Background: an optimization exercise with open tools, aiming at a short achievable clock period and few clock cycles per item. Do not read the settings as production practice. In this exercise RTL edits were held to simulation tests only and were not proved equivalent to the original. Power is estimated from default activity; no workload was simulated.

File: flow/standard.sh
#!/bin/bash
# synth_recipe.tcl (not shown) runs the flow's synth.tcl, then flattens the netlist and writes it again
# the make line also repeats each setting of config.mk as NAME=value (left out here)
make -C /OpenROAD-flow-scripts/flow DESIGN_CONFIG=/design/flow/config.mk WORK_HOME=/design/flow/orfs CLKGATE_MAP_FILE= SYNTH_SCRIPT=/design/flow/synth_recipe.tcl "${@:-finish}"
File: flow/design.v
module mrct_decoder (
    input  wire        clk,
    input  wire        rst,
    input  wire        start,
    input  wire        kind,         
    input  wire [11:0] width,
    input  wire [11:0] height,
    input  wire [23:0] src_len,
    input  wire [23:0] dst_cap,
    output wire        src_re,
    output wire [23:0] src_addr,
    input  wire [7:0]  src_rdata,
    output wire        dst_re,
    output wire [23:0] dst_raddr,
    input  wire [7:0]  dst_rdata,
    output wire        dst_we,
    output wire [23:0] dst_waddr,
    output wire [7:0]  dst_wdata,
    output wire        busy,
    output reg         done,
    output reg         error,
    output reg  [3:0]  err_code,
    output reg  [23:0] src_pos,
    output reg  [23:0] dst_pos,
    output reg  [23:0] err_pos
);
    localparam [3:0] ERR_TRUNCATED   = 4'd1,
                     ERR_SRC_SHORT   = 4'd2,
                     ERR_PIXEL_OOB   = 4'd3,
                     ERR_SHIFT_PARAM = 4'd4,
                     ERR_CONFIG      = 4'd5;
    localparam P_IDLE  = 0,
               P_CFG0  = 1,
               P_MUL   = 2,
               P_CHK   = 3,
               P_FETCH = 4,
               P_W1    = 5,
               P_W2    = 6,
               P_C1    = 7,
               P_E1    = 8,
               P_E2    = 9,
               P_E3    = 10,
               P_E4    = 11,
               P_C2    = 12,
               P_RDY   = 13,
               P_END   = 14;
    localparam NPS = 15;
    localparam [1:0] SEL_SRC = 2'd0,    
                     SEL_MEM = 2'd1,    
                     SEL_F1  = 2'd2,    
                     SEL_F2  = 2'd3;    
    function [7:0] tc_code(input [4:0] i);
        case (i)
            5'd0:  tc_code = 8'hF0;  5'd1:  tc_code = 8'hE0;  5'd2:  tc_code = 8'hD0;  5'd3:  tc_code = 8'hC0;
            5'd4:  tc_code = 8'hB0;  5'd5:  tc_code = 8'hA0;  5'd6:  tc_code = 8'h31;  5'd7:  tc_code = 8'h21;
            5'd8:  tc_code = 8'h11;  5'd9:  tc_code = 8'h01;  5'd10: tc_code = 8'hF1;  5'd11: tc_code = 8'hE1;
            5'd12: tc_code = 8'hD1;  5'd13: tc_code = 8'h32;  5'd14: tc_code = 8'h22;  5'd15: tc_code = 8'h12;
            5'd16: tc_code = 8'h02;  5'd17: tc_code = 8'hF2;  5'd18: tc_code = 8'hE2;  5'd19: tc_code = 8'hD2;
            5'd20: tc_code = 8'h33;  5'd21: tc_code = 8'h23;  5'd22: tc_code = 8'h13;  5'd23: tc_code = 8'h03;
            5'd24: tc_code = 8'hF3;  5'd25: tc_code = 8'hE3;  5'd26: tc_code = 8'hD3;  5'd27: tc_code = 8'h24;
            5'd28: tc_code = 8'h14;  5'd29: tc_code = 8'h04;  5'd30: tc_code = 8'hF4;  default: tc_code = 8'hE4;
        endcase
    endfunction
    function [7:0] pal_code(input [3:0] i);
        case (i)
            4'd0:  pal_code = 8'hF0;  4'd1:  pal_code = 8'hE0;  4'd2:  pal_code = 8'hD0;  4'd3:  pal_code = 8'hC0;
            4'd4:  pal_code = 8'h31;  4'd5:  pal_code = 8'h21;  4'd6:  pal_code = 8'h11;  4'd7:  pal_code = 8'h01;
            4'd8:  pal_code = 8'hF1;  4'd9:  pal_code = 8'hE1;  4'd10: pal_code = 8'hD1;  4'd11: pal_code = 8'h22;
            4'd12: pal_code = 8'h12;  4'd13: pal_code = 8'h02;  4'd14: pal_code = 8'hF2;  default: pal_code = 8'hE2;
        endcase
    endfunction
    function [6:0] rowcol(input p, input [4:0] idx);
        reg [7:0] c;
        begin
            c = p ? pal_code(idx[3:0]) : tc_code(idx);
            rowcol = {c[2:0], c[7:4]};
        end
    endfunction
    reg  [NPS-1:0] ps;
    reg            busy_r;
    assign busy = busy_r;
    reg         pal;
    reg  [23:0] jdc;
    reg  [11:0] mul_m;          
    reg  [13:0] tw1;            
    reg  [15:0] tw3;            
    reg  [3:0]  mcnt;
    reg         wz;             
    reg         src_re_r;
    reg  [23:0] src_addr_r;
    reg  [23:0] sleft;          
    reg         sl_nz;          
    reg  [25:0] rem_p;          
    reg         rem_zero;
    reg  [7:0]  cmd_r;
    reg  [7:0]  e0_r, e1_r;
    reg         have_ext;
    reg  [17:0] c_nb;           
    reg         c_lit;
    reg  [15:0] c_rw;           
    reg  [5:0]  c_dcol;         
    reg  [23:0] d_rptr;         
    reg  [1:0]  d_mode;
    reg         e_oob, e_short, e_shift;
    reg         be_has, be_lit;
    reg  [1:0]  be_mode;
    reg  [17:0] be_cnt;
    reg         i_valid, i_end;       
    reg  [1:0]  i_sel;
    reg         r_valid, r_end;       
    reg  [1:0]  r_sel;
    reg         dst_re_r;
    reg  [23:0] dst_raddr_r;
    reg         dst_we_r;
    reg  [23:0] dst_waddr_r;
    reg  [7:0]  wdata, h2;
    reg         w_end;
    assign src_re    = src_re_r;
    assign src_addr  = src_addr_r;
    assign dst_re    = dst_re_r;
    assign dst_raddr = dst_raddr_r;
    assign dst_we    = dst_we_r;
    assign dst_waddr = dst_waddr_r;
    assign dst_wdata = wdata;
    wire [23:0] npos        = src_addr_r + {23'd0, src_re_r};    
    wire        be_fetch_ok = !(be_has && be_lit);              
    wire        k_lit  = !cmd_r[7];
    wire [2:0]  k_mask = pal ? 3'd7 : 3'd3;
    wire        k_esc  = k_lit ? (cmd_r == 8'h7F) : ((cmd_r[2:0] & k_mask) == k_mask);
    wire [4:0]  k_idx  = pal ? {1'b0, cmd_r[6:3]} : cmd_r[6:2];
    wire [7:0]  k_n    = k_lit ? ({1'b0, cmd_r[6:0]} + 8'd1)
                               : (pal ? ({5'd0, cmd_r[2:0]} + 8'd3) : ({6'd0, cmd_r[1:0]} + 8'd1));
    wire [9:0]  k_nb   = pal ? {2'b00, k_n} : ({2'b00, k_n} + {1'b0, k_n, 1'b0});
    wire [9:0]  k_dk   = k_lit ? (pal ? 10'd128 : 10'd384) : (pal ? 10'd10 : 10'd12);    
    wire [6:0]  k_rc   = rowcol(pal, k_idx);
    wire [2:0]  k_row  = k_rc[6:4];
    wire [5:0]  k_col  = {{2{k_rc[3]}}, k_rc[3:0]};
    wire [5:0]  k_dcol = pal ? k_col : (k_col + {k_col[4:0], 1'b0});
    reg  [15:0] k_rw;
    always @(*) begin
        case (k_row)
            3'd0:    k_rw = 16'd0;
            3'd1:    k_rw = {2'd0, tw1};
            3'd2:    k_rw = {1'd0, tw1, 1'b0};
            3'd3:    k_rw = tw3;
            default: k_rw = {tw1, 2'b00};
        endcase
    end
    wire [24:0] t_src   = {1'b0, dst_pos} - {9'd0, c_rw} + {{19{c_dcol[5]}}, c_dcol};
    wire        rw_small = (c_rw[15:5] == 11'd0);
    wire [6:0]  d_small = {2'b00, c_rw[4:0]} - {c_dcol[5], c_dcol};
    wire        d_le0   = rw_small && (d_small[6] || (d_small == 7'd0));
    wire        d_is1   = rw_small && (d_small == 7'd1);
    wire        d_is2   = rw_small && (d_small == 7'd2);
    wire        c_err      = e_oob || e_short || e_shift;
    wire        take       = ps[P_RDY] && !c_err && !be_has;
    wire        issue_now  = be_has || take;
    wire        issue_lit  = be_has ? be_lit  : c_lit;
    wire [1:0]  issue_mode = be_has ? be_mode : d_mode;
    wire        f_go     = ps[P_FETCH] && be_fetch_ok;
    wire        rd_fetch = f_go && !rem_zero && sl_nz;
    wire        c1_ext   = ps[P_C1] && k_esc && !have_ext;
    wire        rd_ext0  = c1_ext && sl_nz;
    wire        rd_ext1  = ps[P_E1] && sl_nz;
    wire        src_rd   = rd_fetch || rd_ext0 || rd_ext1 || (issue_now && issue_lit);
    wire        cfg_bad   = wz || (rem_p[25:24] != 2'b00) || ({2'b00, jdc} < rem_p);
    wire        cfg_trunc = pal ? !sl_nz : (sleft < 24'd3);
    wire        accept    = ps[P_IDLE] && start && !busy_r;
    wire        mul_last  = (mcnt == 4'd11);
    wire [NPS-1:0] ps_nx;
    assign ps_nx[P_IDLE]  = (ps[P_IDLE] && !accept) || (ps[P_END] && !be_has);
    assign ps_nx[P_CFG0]  = accept;
    assign ps_nx[P_MUL]   = ps[P_CFG0] || (ps[P_MUL] && !mul_last);
    assign ps_nx[P_CHK]   = ps[P_MUL] && mul_last;
    assign ps_nx[P_FETCH] = (ps[P_FETCH] && !be_fetch_ok) || take;
    assign ps_nx[P_W1]    = rd_fetch;
    assign ps_nx[P_W2]    = ps[P_W1];
    assign ps_nx[P_C1]    = ps[P_W2] || ps[P_E4];
    assign ps_nx[P_E1]    = rd_ext0;
    assign ps_nx[P_E2]    = rd_ext1;
    assign ps_nx[P_E3]    = ps[P_E2];
    assign ps_nx[P_E4]    = ps[P_E3];
    assign ps_nx[P_C2]    = (ps[P_C1] && !(k_esc && !have_ext)) || (ps[P_CHK] && !cfg_bad && !cfg_trunc);
    assign ps_nx[P_RDY]   = ps[P_C2] || (ps[P_RDY] && !c_err && be_has);
    assign ps_nx[P_END]   = (ps[P_CHK] && (cfg_bad || cfg_trunc)) ||
                            (f_go && (rem_zero || !sl_nz)) ||
                            (c1_ext && !sl_nz) || (ps[P_E1] && !sl_nz) ||
                            (ps[P_RDY] && c_err) || (ps[P_END] && be_has);
    always @(posedge clk) begin
        src_addr_r <= ps[P_CFG0] ? 24'd0 : npos;
        tw3        <= {2'b00, tw1} + {1'b0, tw1, 1'b0};
        if (!busy_r) begin
            pal   <= kind;
            jdc   <= dst_cap;
            mul_m <= height;
            tw1   <= {2'b00, width};
            sleft <= src_len;
        end else if (src_rd) begin
            sleft <= sleft - 24'd1;
            sl_nz <= (sleft != 24'd1);
        end
        if (ps[P_W2]) cmd_r <= src_rdata;
        if (ps[P_E2]) e0_r  <= src_rdata;
        if (ps[P_E3]) e1_r  <= src_rdata;
        if (ps[P_CFG0]) begin
            tw1   <= pal ? tw1 : (tw1 + {tw1[12:0], 1'b0});
            wz    <= (tw1 == 14'd0) || (mul_m == 12'd0);
            sl_nz <= (sleft != 24'd0);
            rem_p <= 26'd0;
            mcnt  <= 4'd0;
        end
        if (ps[P_MUL]) begin
            rem_p <= {rem_p[24:0], 1'b0} + (mul_m[11] ? {12'd0, tw1} : 26'd0);
            mul_m <= {mul_m[10:0], 1'b0};
            mcnt  <= mcnt + 4'd1;
        end
        if (ps[P_CHK]) begin
            c_lit <= 1'b1;
            c_nb  <= pal ? 18'd1 : 18'd3;
        end
        if (ps[P_FETCH]) have_ext <= 1'b0;
        if (ps[P_E4]) begin
            have_ext <= 1'b1;
            c_nb     <= pal ? {2'b00, e1_r, e0_r} : ({2'b00, e1_r, e0_r} + {1'b0, e1_r, e0_r, 1'b0});
        end
        if (ps[P_C1]) begin
            c_lit  <= k_lit;
            c_nb   <= k_esc ? (c_nb + {8'd0, k_dk}) : {8'd0, k_nb};
            c_rw   <= k_rw;
            c_dcol <= k_dcol;
        end
        if (ps[P_C2]) begin
            d_rptr  <= t_src[23:0];
            d_mode  <= c_lit ? SEL_SRC : d_is1 ? SEL_F1 : d_is2 ? SEL_F2 : SEL_MEM;
            e_oob   <= ({8'd0, c_nb} > rem_p);
            e_short <= c_lit && ({6'd0, c_nb} > sleft);
            e_shift <= !c_lit && (d_le0 || t_src[24]);
        end
        if (ps[P_CHK]) begin
            d_mode  <= SEL_SRC;
            e_oob   <= 1'b0;
            e_short <= 1'b0;
            e_shift <= 1'b0;
        end
        if (be_has) begin
            be_cnt <= be_cnt - 18'd1;
        end else if (take) begin
            be_cnt  <= c_nb - 18'd1;
            be_lit  <= c_lit;
            be_mode <= d_mode;
        end
        if (take) begin
            rem_p    <= rem_p - {8'd0, c_nb};
            rem_zero <= ({8'd0, c_nb} == rem_p);
        end
        dst_raddr_r <= be_has ? dst_raddr_r + 24'd1 : d_rptr;
        i_sel       <= issue_mode;
        r_sel       <= i_sel;
        if (r_valid) begin
            wdata <= (r_sel == SEL_SRC) ? src_rdata :
                     (r_sel == SEL_MEM) ? dst_rdata :
                     (r_sel == SEL_F1)  ? wdata : h2;
            h2    <= wdata;
        end
        dst_waddr_r <= ps[P_CFG0] ? 24'd0 : dst_waddr_r + {23'd0, dst_we_r};
        if (rst) begin
            ps       <= {{(NPS-1){1'b0}}, 1'b1};
            busy_r   <= 1'b0;
            done     <= 1'b0;
            error    <= 1'b0;
            err_code <= 4'd0;
            src_pos  <= 24'd0;
            dst_pos  <= 24'd0;
            err_pos  <= 24'd0;
            be_has   <= 1'b0;
            i_valid  <= 1'b0;
            i_end    <= 1'b0;
            r_valid  <= 1'b0;
            r_end    <= 1'b0;
            src_re_r <= 1'b0;
            dst_re_r <= 1'b0;
            dst_we_r <= 1'b0;
            w_end    <= 1'b0;
        end else begin
            ps <= ps_nx;
            if (ps[P_CFG0]) dst_pos <= 24'd0;
            if (ps[P_CHK]) begin
                src_pos <= 24'd0;
                err_pos <= 24'd0;
                if (cfg_bad)        err_code <= ERR_CONFIG;
                else if (cfg_trunc) err_code <= ERR_TRUNCATED;
            end
            if (f_go) begin
                src_pos <= npos;
                err_pos <= rem_zero ? 24'd0 : npos;
                if (!rem_zero && !sl_nz) err_code <= ERR_TRUNCATED;
            end
            if ((c1_ext || ps[P_E1]) && !sl_nz) err_code <= ERR_TRUNCATED;
            if (ps[P_RDY] && c_err)
                err_code <= e_oob ? ERR_PIXEL_OOB : e_short ? ERR_SRC_SHORT : ERR_SHIFT_PARAM;
            if (take) dst_pos <= dst_pos + {6'd0, c_nb};
            if (be_has)    be_has <= (be_cnt != 18'd1);
            else if (take) be_has <= (c_nb != 18'd1);
            i_valid  <= issue_now;
            i_end    <= ps[P_END] && !be_has;
            src_re_r <= src_rd;
            dst_re_r <= issue_now && !issue_lit && (issue_mode == SEL_MEM);
            r_valid  <= i_valid;
            r_end    <= i_end;
            dst_we_r <= r_valid;
            w_end    <= r_end;
            if (accept) begin
                busy_r   <= 1'b1;
                done     <= 1'b0;
                error    <= 1'b0;
                err_code <= 4'd0;
            end
            if (w_end) begin
                busy_r <= 1'b0;
                done   <= (err_code == 4'd0);
                error  <= (err_code != 4'd0);
            end
        end
    end
endmodule
File: flow/constraint.sdc
create_clock -name core_clock -period 11.0 [get_ports {clk}]
set_input_delay 2.2000 -clock core_clock [delete_from_list [all_inputs] [get_ports {clk}]]
set_output_delay 2.2000 -clock core_clock [all_outputs]
set_load 0.01 [all_outputs]
File: flow/flow/run.sh
#!/bin/bash
set -euo pipefail
MARGIN=${MARGIN:-8.0}
bash standard.sh synth > synth.log 2>&1
bash standard.sh SETUP_SLACK_MARGIN=$MARGIN finish > layout.log 2>&1
File: flow/config.mk
export PLATFORM = sky130hd
export DESIGN_NAME = mrct_decoder
export DESIGN_NICKNAME = mrct_decoder
export VERILOG_FILES = /design/flow/design.v
export SDC_FILE = /design/flow/constraint.sdc
export NUM_CORES = 4
export LEC_CHECK = 0
export CAP_MARGIN = 20
export CORE_MARGIN = 2
export CORE_UTILIZATION = 40
export SLEW_MARGIN = 20
==> results of run 1 <==
==> power breakdown <==
part	leakage, nW	switching [mW]	internal, mW	total, mW
Sequential	3.92	0.0690	1.79	1.86
Combinational	9.43	0.322	0.259	0.581
Clock	0.908	0.717	1.12	1.84
==> sequential cells by signal (all words and copies together), names as in the netlist, 8 cells and up <==
signal	cells
sleft	24
dst_raddr_r	24
cmd_r	8
src_pos	24
jdc	24
dst_waddr_r	24
err_pos	24
e0_r	8
tw1	14
h2	8
ps	15
src_addr_r	24
mul_m	12
d_rptr	24
be_cnt	18
e1_r	8
tw3	16
rem_p	26
c_nb	18
wdata	8
dst_pos	24
c_rw	16
==> worst reg2reg max path, cell delays in order (launching register included) <==
cell	delay [ps]
sky130_fd_sc_hd__edfxtp_1	530
sky130_fd_sc_hd__fa_1	580
sky130_fd_sc_hd__inv_2	50
sky130_fd_sc_hd__ha_4	250
sky130_fd_sc_hd__nor2b_4	130
sky130_fd_sc_hd__o2111a_1	280
sky130_fd_sc_hd__o2111ai_2	250
sky130_fd_sc_hd__a31oi_4	170
sky130_fd_sc_hd__a221oi_4	350
sky130_fd_sc_hd__nor2_2	90
sky130_fd_sc_hd__or2_4	240
sky130_fd_sc_hd__xor2_1	130
==> cell usage in the layout (no fill, tap or decap), drive strengths merged, types with 90 or more instances in the layout <==
master         instances
inv                  219
edfxtp               233
buf                  422
xnor2                155
ha                   201
nor2                 272
a21oi                213
dfxtp                202
nand2                180
clkdlybuf4s50         90
o21ai                125
==> worst paths after layout <==
| check | start | to | slack (ps) | depth (start not counted) |
|---|---|---|---|---|
| worst min-delay path | i_sel[0]$_DFF_P_ | r_sel[0]$_DFF_P_ | 430 | 0 |
| worst min register to register | i_sel[0]$_DFF_P_ | r_sel[0]$_DFF_P_ | 430 | 0 |
| worst max register to register | c_rw[2]$_DFFE_PP_ | d_rptr[18]$_DFFE_PP_ | 7710 | 11 |
| worst max-delay path | wdata[5]$_DFFE_PP_ | dst_wdata[5] | 7620 | 1 |
==> cell type report <==
cell class / instances / area share
inverter: 215 / 0.0237
multi-input combinational: 2051 / 0.433
clock inverter: 25 / 0.00869
timing repair buffer: 514 / 0.136
sequential: 435 / 0.324
clock buffer: 71 / 0.0439
tap: 864 / 0.0309
==> routing by layer <==
layer	vias to the layer above	track usage	part of all wire
met1	10900	0.308	0.44
met2	710	0.382	0.47
met3	156	0.0347	0.063
met4	2	0.0654	0.029
met5	-	0	0.00016
li1	11000	-	-
==> cell families (layout without fill, tap and decap cells) <==
kind of cell    Yosys count  after routing
simple gates            905            905
compound gates          641            641
flops                   435            435
buf+inv                 318            825
xor+xnor                239            239
fa+ha+maj               226            226
mux                      40             40
==> per-stage QoR <==
stage | cell area (um2) | worst slack [ps] | total power, mW
4_1_cts | 34000 | 7590 | 4.30
3_3_place_gp | 29900 | 6780 | 2.41
5_1_grt | 35000 | 7590 | 4.45
2_1_floorplan | 26500 | 7700 | 2.25
6_report | 35000 | 7620 | 4.28
3_5_place_dp | 29900 | 6680 | 2.42
==> what timing repair did <==
action,in CTS,in global routing
gates cloned,2,0
pin swaps,53,70
buffers inserted,171,69
setup endpoints to repair,264,234
gates resized for setup,1123,102
==> impl_metrics.tcl, run 1 <==
set metrics [dict create \
    drive_above_1_share 0.265 \
    clkSlewWorstSetupHoldPaths_ps 60 \
    dp.cells 3837 \
    ys_warn_count 1 \
    io-pin-count 254 \
    synthSimpleGateAreaFrac 0.167 \
    synth_cells 2804 \
    path_buf_inv 1 \
    ir_drop_v 0.000100 \
    dominantRegCellSynth "sky130_fd_sc_hd__edfxtp_1" \
    multi_input_gate_area_um2 15100 \
    skew_ps 25.7 \
    post_synth_edffs 233 \
    timing.final.setup_violations 0 \
    clock_h_tree_levels 2 \
    final.fill_count 5745 \
    antenna_cells_inserted 0 \
    cp_data_arrival_time_ps 1180 \
    share_of_synthesized_area_occupied_by_flip_flops_and_latches 0.419 \
    yosysUniqueCellTypes 84 \
    detail_route.wirelength_mm 80.4 \
    via_count 22700 \
    timing.fmax_ghz 0.296 \
    crit_path_class "flop to output pin" \
    synth_fp_nets 3122 \
    timing.critical_path.from_type "flop" \
    setup.worst_path.end_class "output pin" \
    dieWidth_um 261 \
    replace_congestion 0.926 \
    grt_setup_unrepaired "true" \
    status "finished clean" \
    gr-total-overflow 0 \
    drt_iter0_drc 1888 \
    grt_max_degree 93 \
    worst_slew_margin_rel 0.394 \
    async_flop_share 0 \
    synthesis.area_per_instance_um2 9.40 \
    report.final.slew_viol_count 0 \
    wire_per_inst_um 19.3 \
    buffer_ports.inserted 253 \
    synth.top_cells.by_count "sky130_fd_sc_hd__nor2_1, sky130_fd_sc_hd__edfxtp_1, sky130_fd_sc_hd__inv_1" \
    synthAdderAreaFrac 0.114 \
    finish.utilization 0.534 \
    grt_pass1_wl_mm 124 \
    final-hold-violation-count 0 \
    power-per-cell-area_nw_per_um2 122 \
    detail_route.first_pass.iterations 6 \
    cts.path.max_buffers 3 \
    numClockSinks 435 \
    final_cycle_utilization_of_the_critical_path 0.307 \
    ctsRootBufferMaster "sky130_fd_sc_hd__clkbuf_16" \
    cts_tree "yes" \
    power.leakage_nw 14.3 \
    cts.hold.buffers_added 0 \
    cp_data_required_time_ps 8800 \
    netlist.area_leader.share 0.265 \
    die_height_um 261 \
    antenna_found_initial 1 \
    grtUsageTotal 0.229 \
    post_detailed_route_via_to_cell_ratio 5.44 \
    xor_xnor_fraction_of_synth_area 0.0794 \
    synth.most_common_cell "sky130_fd_sc_hd__nor2_1" \
    layout.nets 3586 \
    yosys_register_bits 435 \
    final_cell_count_no_fill 4175 \
    detail_route.drc_violations 0 \
    core.rowCount 94 \
    cp_cell_sequence "buf_2" \
    transition_time_of_the_tightest_slew_check_pin_ps 901 \
    cp_slowest_stage_delay_ps 410 \
    critical_path_peak_fanout 2 \
    worst_hold_path_type "flop to flop" \
    synth.mux.area_fraction 0.0161 \
    syn2layout_area_growth_pct 32.7 \
    ant_nets 0 \
    synthesis.area_um2 26400 \
    final.min_clock_period_ps 3380 \
    maxCapViolCount 0 \
    grt_pass1_vias 22200 \
    synth_top_cells_by_area "sky130_fd_sc_hd__edfxtp_1, sky130_fd_sc_hd__dfxtp_1, sky130_fd_sc_hd__ha_1" \
    floorplan.die_area_um2 68000 \
    synth_area_in_compound_gates 0.158 \
    whs_ps 431 \
    post-dp-hpwl_mm 56.2 \
    synth_top_family_by_area "simple AND/OR/NAND/NOR gates" \
    setup-tns-final_ps 0 \
    core_footprint_um2 65500 \
    register_area_um2 11300 \
    number_of_buffers_created_by_cts 51 \
    starting_density 0.402 \
    post-synth-top-area-cell "sky130_fd_sc_hd__edfxtp_1" \
    critical-path-slowest-cell "sky130_fd_sc_hd__edfxtp_1" \
    clkLatencyLatePin_ps 610 \
    crit_family "flip-flops" \
]
Testbench counts, summed over its fixed seeds: cycles 385,742, bytes 374,011.
==> run 2: changes to the inputs <==
--- a/flow/design.v
+++ b/flow/design.v
@@ -84,7 +84,7 @@
     reg  [11:0] mul_m;          
     reg  [13:0] tw1;            
     reg  [15:0] tw3;            
-    reg  [3:0]  mcnt;
+    reg  [1:0]  mcnt;
     reg         wz;             
     reg         src_re_r;
     reg  [23:0] src_addr_r;
@@ -102,7 +102,7 @@
     reg  [23:0] d_rptr;         
     reg  [1:0]  d_mode;
     reg         e_oob, e_short, e_shift;
-    reg         be_has, be_lit;
+    reg         be_has, be_lit, be_fin;
     reg  [1:0]  be_mode;
     reg  [17:0] be_cnt;
     reg         i_valid, i_end;       
@@ -113,7 +113,8 @@
     reg  [23:0] dst_raddr_r;
     reg         dst_we_r;
     reg  [23:0] dst_waddr_r;
-    reg  [7:0]  wdata, h2;
+    reg  [7:0]  wdata;          
+    reg  [7:0]  h1, h2;         
     reg         w_end;
     assign src_re    = src_re_r;
     assign src_addr  = src_addr_r;
@@ -157,6 +158,8 @@
     wire        issue_now  = be_has || take;
     wire        issue_lit  = be_has ? be_lit  : c_lit;
     wire [1:0]  issue_mode = be_has ? be_mode : d_mode;
+    wire        c_final    = ({8'd0, c_nb} == rem_p);
+    wire        issue_fin  = be_has ? (be_fin && (be_cnt == 18'd1)) : (take && c_final && (c_nb == 18'd1));
     wire        f_go     = ps[P_FETCH] && be_fetch_ok;
     wire        rd_fetch = f_go && !rem_zero && sl_nz;
     wire        c1_ext   = ps[P_C1] && k_esc && !have_ext;
@@ -166,9 +169,12 @@
     wire        cfg_bad   = wz || (rem_p[25:24] != 2'b00) || ({2'b00, jdc} < rem_p);
     wire        cfg_trunc = pal ? !sl_nz : (sleft < 24'd3);
     wire        accept    = ps[P_IDLE] && start && !busy_r;
-    wire        mul_last  = (mcnt == 4'd11);
+    wire        mul_last  = (mcnt == 2'd3);
+    wire [7:0]  w_new = (r_sel == SEL_SRC) ? src_rdata :
+                        (r_sel == SEL_MEM) ? dst_rdata :
+                        (r_sel == SEL_F1)  ? h1 : h2;
     wire [NPS-1:0] ps_nx;
-    assign ps_nx[P_IDLE]  = (ps[P_IDLE] && !accept) || (ps[P_END] && !be_has);
+    assign ps_nx[P_IDLE]  = (ps[P_IDLE] && !accept) || (ps[P_END] && !be_has) || (f_go && rem_zero);
     assign ps_nx[P_CFG0]  = accept;
     assign ps_nx[P_MUL]   = ps[P_CFG0] || (ps[P_MUL] && !mul_last);
     assign ps_nx[P_CHK]   = ps[P_MUL] && mul_last;
@@ -180,10 +186,10 @@
     assign ps_nx[P_E2]    = rd_ext1;
     assign ps_nx[P_E3]    = ps[P_E2];
     assign ps_nx[P_E4]    = ps[P_E3];
-    assign ps_nx[P_C2]    = (ps[P_C1] && !(k_esc && !have_ext)) || (ps[P_CHK] && !cfg_bad && !cfg_trunc);
-    assign ps_nx[P_RDY]   = ps[P_C2] || (ps[P_RDY] && !c_err && be_has);
+    assign ps_nx[P_C2]    = ps[P_C1] && !(k_esc && !have_ext);
+    assign ps_nx[P_RDY]   = ps[P_C2] || (ps[P_RDY] && !c_err && be_has) || (ps[P_CHK] && !cfg_bad && !cfg_trunc);
     assign ps_nx[P_END]   = (ps[P_CHK] && (cfg_bad || cfg_trunc)) ||
-                            (f_go && (rem_zero || !sl_nz)) ||
+                            (f_go && !rem_zero && !sl_nz) ||
                             (c1_ext && !sl_nz) || (ps[P_E1] && !sl_nz) ||
                             (ps[P_RDY] && c_err) || (ps[P_END] && be_has);
     always @(posedge clk) begin
@@ -207,12 +213,14 @@
             wz    <= (tw1 == 14'd0) || (mul_m == 12'd0);
             sl_nz <= (sleft != 24'd0);
             rem_p <= 26'd0;
-            mcnt  <= 4'd0;
+            mcnt  <= 2'd0;
         end
         if (ps[P_MUL]) begin
-            rem_p <= {rem_p[24:0], 1'b0} + (mul_m[11] ? {12'd0, tw1} : 26'd0);
-            mul_m <= {mul_m[10:0], 1'b0};
-            mcnt  <= mcnt + 4'd1;
+            rem_p <= {rem_p[22:0], 3'b000} + (mul_m[11] ? {10'd0, tw1, 2'b00} : 26'd0)
+                                           + (mul_m[10] ? {11'd0, tw1, 1'b0} : 26'd0)
+                                           + (mul_m[9]  ? {12'd0, tw1} : 26'd0);
+            mul_m <= {mul_m[8:0], 3'b000};
+            mcnt  <= mcnt + 2'd1;
         end
         if (ps[P_CHK]) begin
             c_lit <= 1'b1;
@@ -247,20 +255,20 @@
         end else if (take) begin
             be_cnt  <= c_nb - 18'd1;
             be_lit  <= c_lit;
+            be_fin  <= c_final;
             be_mode <= d_mode;
         end
         if (take) begin
             rem_p    <= rem_p - {8'd0, c_nb};
-            rem_zero <= ({8'd0, c_nb} == rem_p);
+            rem_zero <= c_final;
         end
         dst_raddr_r <= be_has ? dst_raddr_r + 24'd1 : d_rptr;
         i_sel       <= issue_mode;
         r_sel       <= i_sel;
+        wdata <= w_new;
         if (r_valid) begin
-            wdata <= (r_sel == SEL_SRC) ? src_rdata :
-                     (r_sel == SEL_MEM) ? dst_rdata :
-                     (r_sel == SEL_F1)  ? wdata : h2;
-            h2    <= wdata;
+            h1 <= w_new;
+            h2 <= h1;
         end
         dst_waddr_r <= ps[P_CFG0] ? 24'd0 : dst_waddr_r + {23'd0, dst_we_r};
         if (rst) begin
@@ -302,7 +310,7 @@
             if (be_has)    be_has <= (be_cnt != 18'd1);
             else if (take) be_has <= (c_nb != 18'd1);
             i_valid  <= issue_now;
-            i_end    <= ps[P_END] && !be_has;
+            i_end    <= (ps[P_END] && !be_has) || issue_fin;
             src_re_r <= src_rd;
             dst_re_r <= issue_now && !issue_lit && (issue_mode == SEL_MEM);
             r_valid  <= i_valid;
--- a/flow/config.mk
+++ b/flow/config.mk
@@ -7,5 +7,7 @@
 export LEC_CHECK = 0
 export CAP_MARGIN = 20
 export CORE_MARGIN = 2
-export CORE_UTILIZATION = 40
+export CORE_UTILIZATION = 55
+export CTS_CLUSTER_DIAMETER = 100
+export CTS_CLUSTER_SIZE = 25
 export SLEW_MARGIN = 20
==> impl_metrics.tcl, run 2 <==
set metrics [dict create \
    cts.hold.buffers_added 0 \
    synth_top_family_by_area "simple AND/OR/NAND/NOR gates" \
    yosys_register_bits 441 \
    yosysUniqueCellTypes 77 \
    dominantRegCellSynth "sky130_fd_sc_hd__edfxtp_1" \
    synth_top_cells_by_area "sky130_fd_sc_hd__edfxtp_1, sky130_fd_sc_hd__dfxtp_1, sky130_fd_sc_hd__ha_1" \
    cp_data_arrival_time_ps 4350 \
    met3WireLength_mm 4.47 \
    timing.critical_path.from_type "flop" \
    grt_max_degree 86 \
    worst_hold_path_type "flop to flop" \
    post-synth-top-area-cell "sky130_fd_sc_hd__edfxtp_1" \
    power.leakage_nw 14.4 \
    number_of_buffers_created_by_cts 24 \
    crit_end "rem_p[19]$_DFFE_PP_" \
    wl_met1_mm 33.7 \
    ir_drop_v 0.000117 \
    core.rowCount 81 \
    synth.mux.area_fraction 0.0213 \
    setup-tns-final_ps 0 \
    worstRegToRegCells 17 \
    power_mw 3.95 \
    clkSlewWorstSetupHoldPaths_ps 110 \
    cts.path.max_buffers 3 \
    ant_nets 0 \
    xor_xnor_fraction_of_synth_area 0.0755 \
    status "finished clean" \
    numClockSinks 441 \
    setup.worst_path.end_class "flop" \
    timing.final.setup_violations 0 \
    synth_fp_nets 3213 \
    worst_slew_margin_rel 0.328 \
    replace_congestion 0.922 \
    starting_density 0.556 \
    largest_reg_flops 26 \
    ys_warn_count 1 \
    dieWidth_um 226 \
    mostFrequentLayoutCell "sky130_fd_sc_hd__nor2_1" \
    clock_h_tree_levels 1 \
    transition_time_of_the_tightest_slew_check_pin_ps 994 \
    antenna_cells_inserted 0 \
    grt_pass1_vias 22100 \
    grtUsageTotal 0.295 \
    critical_path.reg2reg.endpoint "rem_p[19]$_DFFE_PP_" \
    report.final.slew_viol_count 0 \
    synth.most_common_cell "sky130_fd_sc_hd__nor2_1" \
    top_layer_used "met4" \
    post_detailed_route_via_to_cell_ratio 5.77 \
    maxCapViolCount 0 \
    skew_ps 41.4 \
    final_cell_mix "sky130_fd_sc_hd__nor2_1, sky130_fd_sc_hd__buf_4, sky130_fd_sc_hd__inv_1, sky130_fd_sc_hd__edfxtp_1, sky130_fd_sc_hd__a21oi_1" \
    critical_path_peak_fanout 4 \
    syn2layout_area_growth_pct 27.4 \
    floorplan.die_area_um2 51200 \
    core_footprint_um2 48800 \
    timing.fmax_ghz 0.249 \
    grt_setup_unrepaired "true" \
    buffer_ports.inserted 253 \
    clkLatencyLatePin_ps 610 \
    cts_tree "yes" \
    gr-total-overflow 0 \
    reg2reg_setup_slack_ps 6980 \
    detail_route.first_pass.iterations 5 \
    critPathLaunch "mul_m[11]$_DFFE_PP_" \
    drive_above_1_share 0.255 \
    drt_iter0_drc 1787 \
    share_of_synthesized_area_occupied_by_flip_flops_and_latches 0.409 \
    synthesis.area_um2 27200 \
    synthesis.area_per_instance_um2 9.49 \
    detail_route.wirelength_mm 78.5 \
    ctsRootBufferMaster "sky130_fd_sc_hd__clkbuf_16" \
    pre_cts_ws_ps 6710 \
    synthAdderAreaFrac 0.132 \
    post-dp-hpwl_mm 54.3 \
    layout.nets 3665 \
    netlist.area_leader.share 0.253 \
    layout_setup_ws_ps 6980 \
    cp_data_required_time_ps 11340 \
    async_flop_share 0 \
    final-hold-violation-count 0 \
    post_synth_edffs 229 \
    synthSimpleGateAreaFrac 0.163 \
    grt_pass1_wl_mm 119 \
    synth.top_cells.by_count "sky130_fd_sc_hd__nor2_1, sky130_fd_sc_hd__inv_1, sky130_fd_sc_hd__edfxtp_1" \
    via_count 23100 \
    final_cycle_utilization_of_the_critical_path 0.365 \
    final.min_clock_period_ps 4020 \
    synth_area_in_compound_gates 0.148 \
    crit-reg2reg-launch "mul_m[11]$_DFFE_PP_" \
    detail_route.drc_violations 0 \
    antenna_found_initial 0 \
    synth_cells 2863 \
    io-pin-count 254 \
    die_height_um 226 \
    crit_path_class "flop to flop" \
    power-per-cell-area_nw_per_um2 114 \
    wire_per_inst_um 19.6 \
    largest_register "rem_p" \
    met2_length_mm 37.8 \
]
## run 2: cell count changes after synthesis, moves of 18 or more
cell	previous run	this run
sky130_fd_sc_hd__nand2_1	180	117
sky130_fd_sc_hd__fa_1	25	49
sky130_fd_sc_hd__and2_1	28	46
sky130_fd_sc_hd__inv_1	214	263
sky130_fd_sc_hd__o21ai_0	121	103
## run 2: cell type report
cell class / instances / area (um2)
sequential: 441 / 11400
tap: 664 / 831
timing repair buffer: 528 / 4980
clock buffer: 36 / 698
fill: 3675 / 14300
multi-input combinational: 2053 / 15600
inverter: 266 / 1000
timing repair inverter: 1 / 7.51
clock inverter: 8 / 100
## run 2: repair_timing
action / in CTS / in global routing
setup buffers: 174 / 76
pin swaps: 51 / 84
cloned: 4 / 0
resized for setup: 1111 / 123
setup endpoints to repair: 277 / 259
## run 2: how the worst min path moves through the flow
stage                     slack, ps          endpoint              from  depth (start not counted)
after floorplan                 310  r_sel[0]$_DFF_P_  i_sel[0]$_DFF_P_                          0
after global placement          320  r_sel[0]$_DFF_P_  i_sel[0]$_DFF_P_                          0
after detailed placement        320  r_sel[0]$_DFF_P_  i_sel[0]$_DFF_P_                          0
after CTS                       350  r_sel[0]$_DFF_P_  i_sel[0]$_DFF_P_                          0
after global routing            360  r_sel[1]$_DFF_P_  i_sel[1]$_DFF_P_                          0
final                           340  r_sel[1]$_DFF_P_  i_sel[1]$_DFF_P_                          0
## run 2: logic make-up after synthesis
group / count (synthesis)
AOI/OAI and AO/OA: 638
xor gates and xnor gates: 234
adders and majority gates: 258
buffers and inverters: 369
DFF: 441
muxes: 45
and+or+nand+nor: 878
## run 2: per-stage QoR
stage	area (um2)	hold slack (ps)	cells	utilization
after floorplan	27300	310	2863	-
after global placement	30500	319	3699	0.623
after detailed placement	30500	318	3699	0.623
after CTS	33500	348	3921	0.686
after global routing	34600	355	3997	0.708
final	34600	342	3997	0.708
## run 2: where the power goes
group | switching [mW] | internal (mW) | leakage, nW
sequential | 0.0829 | 1.82 | 3.96
clock | 0.593 | 0.462 | 0.383
combinational | 0.524 | 0.467 | 10.1
## run 2: worst max-delay path, stage by stage, from the launching register on
cell                       delay (ps)
sky130_fd_sc_hd__edfxtp_1         520
sky130_fd_sc_hd__and2_4           190
sky130_fd_sc_hd__fa_1             490
sky130_fd_sc_hd__inv_1             50
sky130_fd_sc_hd__fa_1             490
sky130_fd_sc_hd__inv_2             50
sky130_fd_sc_hd__ha_4             150
sky130_fd_sc_hd__fa_2             360
sky130_fd_sc_hd__a21o_1           160
sky130_fd_sc_hd__a21o_1           170
sky130_fd_sc_hd__a21oi_2          200
sky130_fd_sc_hd__a211o_1          180
sky130_fd_sc_hd__o211ai_1         120
sky130_fd_sc_hd__a21oi_2          170
sky130_fd_sc_hd__buf_4            140
sky130_fd_sc_hd__nor2_1            50
sky130_fd_sc_hd__xnor2_1          150
sky130_fd_sc_hd__o22ai_1           90
## run 2: routing by layer
| metal | vias to the layer above | track usage |
|---|---|---|
| li1 | 11000 | - |
| met1 | 11100 | 0.393 |
| met2 | 737 | 0.501 |
| met3 | 148 | 0.0328 |
| met4 | 0 | 0.0936 |
| met5 | - | 0 |
Testbench counts of run 2, summed over its fixed seeds: cycles 384,605, bytes 374,011.
==> run 3: changes to the inputs <==
--- a/flow/config.mk
+++ b/flow/config.mk
@@ -7,7 +7,5 @@
 export LEC_CHECK = 0
 export CAP_MARGIN = 20
 export CORE_MARGIN = 2
-export CORE_UTILIZATION = 55
-export CTS_CLUSTER_DIAMETER = 100
-export CTS_CLUSTER_SIZE = 25
+export CORE_UTILIZATION = 40
 export SLEW_MARGIN = 20
==> impl_metrics.tcl, run 3 <==
set metrics [dict create \
    layout.nets 3697 \
    transition_time_of_the_tightest_slew_check_pin_ps 918 \
    final_cell_mix "sky130_fd_sc_hd__nor2_1, sky130_fd_sc_hd__inv_1, sky130_fd_sc_hd__buf_4, sky130_fd_sc_hd__edfxtp_1, sky130_fd_sc_hd__buf_6" \
    power_switching_share 0.287 \
    crit_path_class "flop to flop" \
    post-synth-top-area-cell "sky130_fd_sc_hd__edfxtp_1" \
    antenna_cells_inserted 0 \
    synthesis.area_per_instance_um2 9.49 \
    worstRegToRegCells 17 \
    wire_per_inst_um 19.2 \
    met3WireLength_mm 3.98 \
    pre_cts_ws_ps 6700 \
    final_cell_count_no_fill 4263 \
    grt_max_degree 87 \
    timing.hold.worst_path_depth 0 \
    timing.final.setup_violations 0 \
    skew_ps 20.6 \
    mostFrequentLayoutCell "sky130_fd_sc_hd__nor2_1" \
    worst_hold_path_type "flop to flop" \
    grt_setup_unrepaired "true" \
    final.min_clock_period_ps 4020 \
    core.rowCount 95 \
    synthesis.area_um2 27200 \
    netlist.area_leader.share 0.253 \
    comb_power_share 0.226 \
    ys_warn_count 1 \
    dominantRegCellSynth "sky130_fd_sc_hd__edfxtp_1" \
    final_cycle_utilization_of_the_critical_path 0.365 \
    via_count 23100 \
    cp_data_arrival_time_ps 4350 \
    power-per-cell-area_nw_per_um2 130 \
    drt_iter0_drc 1808 \
    grt_pass1_wl_mm 126 \
    core_footprint_um2 67200 \
    syn2layout_area_growth_pct 32.6 \
    floorplan.die_area_um2 70000 \
    largest_reg_flops 26 \
    maxCapViolCount 0 \
    cp_data_required_time_ps 11340 \
    post_synth_edffs 229 \
    antenna_found_initial 0 \
    post_detailed_route_via_to_cell_ratio 5.41 \
    clock_h_tree_levels 2 \
    cts.path.max_buffers 3 \
    report.final.slew_viol_count 0 \
    ant_nets 0 \
    yosysUniqueCellTypes 77 \
    async_flop_share 0 \
    final_cell_area_um2 36000 \
    buffer_ports.inserted 253 \
    synth.most_common_cell "sky130_fd_sc_hd__nor2_1" \
    numClockSinks 441 \
    die_height_um 265 \
    internal_power_mw 3.33 \
    wl_met1_mm 35.3 \
    synth_top_cells_by_area "sky130_fd_sc_hd__edfxtp_1, sky130_fd_sc_hd__dfxtp_1, sky130_fd_sc_hd__ha_1" \
    io-pin-count 254 \
    top_layer_used "met4" \
    p_clk_frac 0.368 \
    detail_route.drc_violations 0 \
    finish.utilization 0.536 \
    status "finished clean" \
    synth_fp_nets 3213 \
    timing.critical_path.from_type "flop" \
    critical_path_peak_fanout 7 \
    dp.cells 3906 \
    synth_cells 2863 \
    placedInstanceArea_um2 30700 \
    power.leakage_nw 14.9 \
    synth.top_cells.by_count "sky130_fd_sc_hd__nor2_1, sky130_fd_sc_hd__inv_1, sky130_fd_sc_hd__edfxtp_1" \
    number_of_buffers_created_by_cts 51 \
    power_mw 4.67 \
    cts_tree "yes" \
    detail_route.wirelength_mm 81.9 \
    drive_above_1_share 0.271 \
    grtUsageTotal 0.225 \
    clkSlewWorstSetupHoldPaths_ps 60 \
    detail_route.first_pass.iterations 7 \
    setup.worst_path.end_class "flop" \
    layout_setup_ws_ps 6980 \
    setup-tns-final_ps 0 \
    met2_length_mm 40.1 \
    worst_slew_margin_rel 0.388 \
    final-hold-violation-count 0 \
    yosys_register_bits 441 \
    dieWidth_um 265 \
    whs_ps 331 \
    replace_congestion 0.890 \
    p_switching_mw 1.34 \
    ir_drop_v 0.000154 \
    post-dp-hpwl_mm 56.8 \
    ctsRootBufferMaster "sky130_fd_sc_hd__clkbuf_16" \
    timing.fmax_ghz 0.249 \
    clkLatencyLatePin_ps 620 \
    share_of_synthesized_area_occupied_by_flip_flops_and_latches 0.409 \
    grt_pass1_vias 22900 \
    largest_register "rem_p" \
    gr-total-overflow 0 \
    starting_density 0.404 \
    seq_power_share 0.406 \
]
[run 3: cell count changes in the layout (fill, tap and decap cells not counted), sizes merged]
cell / previous run / this run
clkbuf: 37 / 80
clkinv: 5 / 14
bufinv: 0 / 3
buf: 434 / 436
bufbuf: 3 / 2
clkinvlp: 3 / 4
[run 3: power by group through the flow]
stage               Combinational [mW]  Clock (mW)  Sequential [mW]
floorplan                        0.630           0             1.91
global route                      1.17        1.83             1.91
finish                            1.06        1.72             1.90
detailed placement               0.822           0             1.95
CTS                              0.980        1.76             1.90
global placement                 0.807           0             1.94
[run 3: worst paths after layout]
| path | from | to | slack, ps |
|---|---|---|---|
| worst max-delay path | mul_m[10]$_DFFE_PP_ | rem_p[19]$_DFFE_PP_ | 6980 |
| worst min-delay path | i_sel[0]$_DFF_P_ | r_sel[0]$_DFF_P_ | 330 |
| worst max register to register | mul_m[10]$_DFFE_PP_ | rem_p[19]$_DFFE_PP_ | 6980 |
| worst min register to register | i_sel[0]$_DFF_P_ | r_sel[0]$_DFF_P_ | 330 |
[run 3: routing by layer]
layer,GRT usage,vias up
met2,0.393,702
met5,0,-
met3,0.0290,172
met4,0.0697,0
met1,0.290,11100
li1,-,11100
[run 3: layout make-up]
| cell class | instances | area (um2) |
|---|---|---|
| flip-flops and latches | 441 | 11400 |
| repair buffers | 533 | 5080 |
| clock buffers | 75 | 1470 |
| well taps | 873 | 1090 |
| repair inverters | 1 | 7.51 |
| fillers | 5834 | 31100 |
| clock inverters | 21 | 215 |
| inverters | 266 | 1010 |
| multi-input cells | 2053 | 15700 |
[run 3: cells by family after synthesis]
family          count (synthesis)  share of synthesized area
mux                            45                     0.0213
flops                         441                      0.409
buf+inv                       369                     0.0510
xor+xnor                      234                     0.0755
compound gates                638                      0.148
simple gates                  878                      0.163
fa+ha+maj                     258                      0.132
[run 3: worst max-delay path: stages, from the launching register on]
cell	delay, ps
sky130_fd_sc_hd__edfxtp_1	520
sky130_fd_sc_hd__and2_4	200
sky130_fd_sc_hd__fa_1	490
sky130_fd_sc_hd__inv_2	40
sky130_fd_sc_hd__fa_1	500
sky130_fd_sc_hd__inv_2	50
sky130_fd_sc_hd__ha_4	160
sky130_fd_sc_hd__fa_2	350
sky130_fd_sc_hd__a21o_1	160
sky130_fd_sc_hd__a21o_1	180
sky130_fd_sc_hd__a21oi_2	170
sky130_fd_sc_hd__a211o_1	170
sky130_fd_sc_hd__o211ai_1	120
sky130_fd_sc_hd__a21oi_2	170
sky130_fd_sc_hd__buf_4	150
sky130_fd_sc_hd__nor2_1	50
sky130_fd_sc_hd__xnor2_1	130
sky130_fd_sc_hd__o22ai_1	90
[run 3: what timing repair did]
action	in CTS	in global routing
gates resized for setup	1136	144
hold buffers	0	0
gates cloned	4	3
setup buffers	170	84
pin swaps	56	124
endpoints found under the setup margin	309	288

-- static timing again, ports no longer ideal --
The flow's constraints put no driver on any port. The routed layouts listed below were extracted and timed again, unchanged, in two steps. Step 1 assumes that a clkbuf_16 drives the clock port and a buf_2 every other input. Step 2 moves the port delays by t, midway between the first and last clock arrival at a register: inputs arrive t later, outputs are due t later. That takes back most of the time a late clock gives input paths. Slacks: ideal / step 1 / step 2; pairs: ideal / step 1.
run	t (ns)	slack for setup (ns)	worst setup path at the end	worst data-port slew with drivers (ns)
run 1	0.664	7.625 / 7.561 / 7.458	input to register	0.05
run 2	0.652	6.983 / 6.983 / 6.983	register to register	0.07
run 3	0.673	6.983 / 6.983 / 6.983	register to register	0.06
After both steps setup and hold are still met in every run listed. For run 1, which loses most, drivers alone change the setup slack by -0.064 ns; drivers and shift together by -0.167 ns.
